Context: an optimization exercise on an open-source flow, tuned for a short achievable clock period and few clock cycles per item. The choices shown serve that exercise and are no tape-out recipe. In this exercise RTL edits were held to simulation tests only and were not proved equivalent to the original. Power figures rest on the tool's default switching activity, not on a simulated workload.

==> flow/design.v (excerpt) <==
module mrct_decoder (
    input  wire        clk,
    input  wire        rst,
    input  wire        start,
    input  wire        kind,         
    input  wire [11:0] width,
    input  wire [11:0] height,
    input  wire [23:0] src_len,
    input  wire [23:0] dst_cap,
    output wire        src_re,
    output wire [23:0] src_addr,
    input  wire [7:0]  src_rdata,
    output wire        dst_re,
    output wire [23:0] dst_raddr,
    input  wire [7:0]  dst_rdata,
    output wire        dst_we,
    output wire [23:0] dst_waddr,
    output wire [7:0]  dst_wdata,
    output wire        busy,
    output reg         done,
    output reg         error,
    output reg  [3:0]  err_code,
    output reg  [23:0] src_pos,
    output reg  [23:0] dst_pos,
    output reg  [23:0] err_pos
);
Size: about 820 flip-flops, roughly 41000 um2 of cells after synthesis.
Settings: LEC_CHECK=0, CAP_MARGIN=20, CORE_MARGIN=2, CORE_UTILIZATION=65, SLEW_MARGIN=20; clock period 11.0 ns.
standard.sh (not shown) runs the stock make flow with config.mk's settings and CLKGATE_MAP_FILE= SYNTH_SCRIPT=/design/flow/synth_recipe.tcl, a recipe that flattens the netlist after the stock synthesis.
==> flow/flow/run.sh <==
#!/bin/bash
set -euo pipefail
MARGIN=${MARGIN:-8.0}
bash standard.sh synth > synth.log 2>&1
bash standard.sh SETUP_SLACK_MARGIN=$MARGIN finish > layout.log 2>&1
The starting point finished with timing, DRC and antenna clean.
Testbench counts at the start, summed over its fixed seeds: cycles 378,078, bytes 374,011.
Edit:
- CORE_UTILIZATION: 65 -> 72
After rerunning:
- The changed run ran to the end with no violations
- sequential power stays flat
- clock skew stays flat
- via count rose by 3.2%
- setup slack loses 0.0068 ns
- global-route usage rose by 4.7 points
- non-clock buffer count fell by 28
- final cell count fell by 2.3%
- clock power fell by about 2%
- die area fell by 9.6%
- routed wire length rose by 5.7%
- flip-flop and latch count is unchanged

* * *

== before ==
mrct_decoder, a different RTL version from the one above (not shown whole).
Size in the first run: ~3100 cells after synthesis, ~32000 um^2 of cells after synthesis.
Settings: LEC_CHECK=0, CAP_MARGIN=20, CORE_MARGIN=2, CORE_UTILIZATION=40, SLEW_MARGIN=20; clock period 11.0 ns.
Scripts as last shown in full above: flow/flow/run.sh
Testbench counts of before, summed over its fixed seeds: cycles 384,941, bytes 374,011.
Relative to before, the following input files were edited for after:
- swapping 40 for 55 in CORE_UTILIZATION
Results
before and after ended up with nearly the same fraction of area in registers. Number of setup violations in the final report: after vs before, no meaningful difference. On power, after does worse than before.

* * *

Another version of the RTL of mrct_decoder (not shown whole).
Size in the first run: about 3900 cells after synthesis, roughly 740 flip-flops, roughly 250 I/O pins, roughly 39000 um2 of cells after synthesis.
Settings: LEC_CHECK=0, CAP_MARGIN=20, CORE_MARGIN=2, CORE_UTILIZATION=72, SLEW_MARGIN=20; clock period 11.0 ns.
Scripts as last shown in full above: flow/flow/run.sh
Testbench counts at the start, summed over its fixed seeds: cycles 378,078, bytes 374,011.
Then changed:
- CORE_UTILIZATION: 72 -> 65
- PLACE_DENSITY: not set -> 0.75
Result:
- global-route usage decreases by 2.7 points
- sequential power stays flat
- utilization decreases by 8.2 points
- non-clock buffer count increases by 14
- routed wire length increases slightly
- via count decreases slightly
- synthesized cell count does not change
- worst setup slack got worse by 20 ps
Then changed:
- CORE_UTILIZATION: 65 -> 55
- PLACE_DENSITY: 0.75 -> not set
Sequential power hardly moves.
Cell count goes up by a few percent.
Routed wire length goes down by a little under a tenth.
Worst setup slack stays flat.
Design area goes down slightly.
Then changed:
- CORE_UTILIZATION: 55 -> 65
Outcome: The new run went through all stages and came out clean. Maximum frequency stays flat. Combinational power is higher by about 4.5%. Clock-buffer cell count is lower by 10.

* * *

mrct_decoder, a different RTL version from the one above (not shown whole).
Size in the first run: roughly 740 flip-flops, ~250 I/O pins, roughly 0.039 mm2 of cells after synthesis.
clock: 11.0 ns
lec_check: 0
cap_margin: 20
core_margin: 2
core_utilization: 55
slew_margin: 20
Scripts as last shown in full above: flow/flow/run.sh
Testbench counts at the start, summed over its fixed seeds: cycles 378,511, bytes 374,011.
Next try:
--- a/flow/config.mk
+++ b/flow/config.mk
@@ -8,4 +8,4 @@
 export CAP_MARGIN = 20
 export CORE_MARGIN = 2
-export CORE_UTILIZATION = 55
+export CORE_UTILIZATION = 40
 export SLEW_MARGIN = 20
What happened:
- The new run finished with timing, DRC and antenna clean
- non-clock buffer count climbs by 22
- worst hold slack gains 0.0056 ns
- total power climbs slightly
- worst setup slack loses 0.025 ns
- flip-flop and latch count stays the same

## what the ideal ports hide
The results above use ideal ports. As a check the final layouts listed here were re-extracted and re-timed, cells and wires unchanged. Step 1 assumes that a clkbuf_16 drives the clock port and a buf_2 every other input. Step 2 also shifts input and output timing later by t, the mid clock arrival at the registers, as if the neighbouring blocks saw the same clock. Slacks: ideal / step 1 / step 2; pairs: ideal / step 1.
| run | t, ns | setup WS [ns] | worst setup path after step 2 | worst slew at a driven data input, ns |
|---|---|---|---|---|
| the first run of note 1 | 0.695 | 7.684 / 7.619 / 7.150 | input to register | 0.09 |
| the second run of note 1 | 0.700 | 7.677 / 7.613 / 7.056 | input to register | 0.09 |
| before | 0.671 | 7.098 / 7.124 / 6.453 | input to register | 0.14 |
| after | 0.664 | 7.072 / 7.089 / 6.425 | input to register | 0.14 |
| the first run of note 3 | 0.681 | 7.688 / 7.622 / 7.181 | input to register | 0.08 |
| the second run of note 3 | 0.702 | 7.667 / 7.600 / 7.277 | input to register | 0.08 |
| the third run of note 3 | 0.698 | 7.668 / 7.596 / 7.229 | input to register | 0.13 |
| the fourth run of note 3 | 0.698 | 7.670 / 7.601 / 7.230 | input to register | 0.08 |
| the first run of note 4 | 0.691 | 7.671 / 7.603 / 7.371 | input to register | 0.09 |
| the second run of note 4 | 0.717 | 7.647 / 7.578 / 7.371 | input to register | 0.08 |
After both steps every run listed still meets setup and hold. The setup slack of after, which loses most, moves by +0.017 ns with the drivers and by -0.647 ns with both steps.
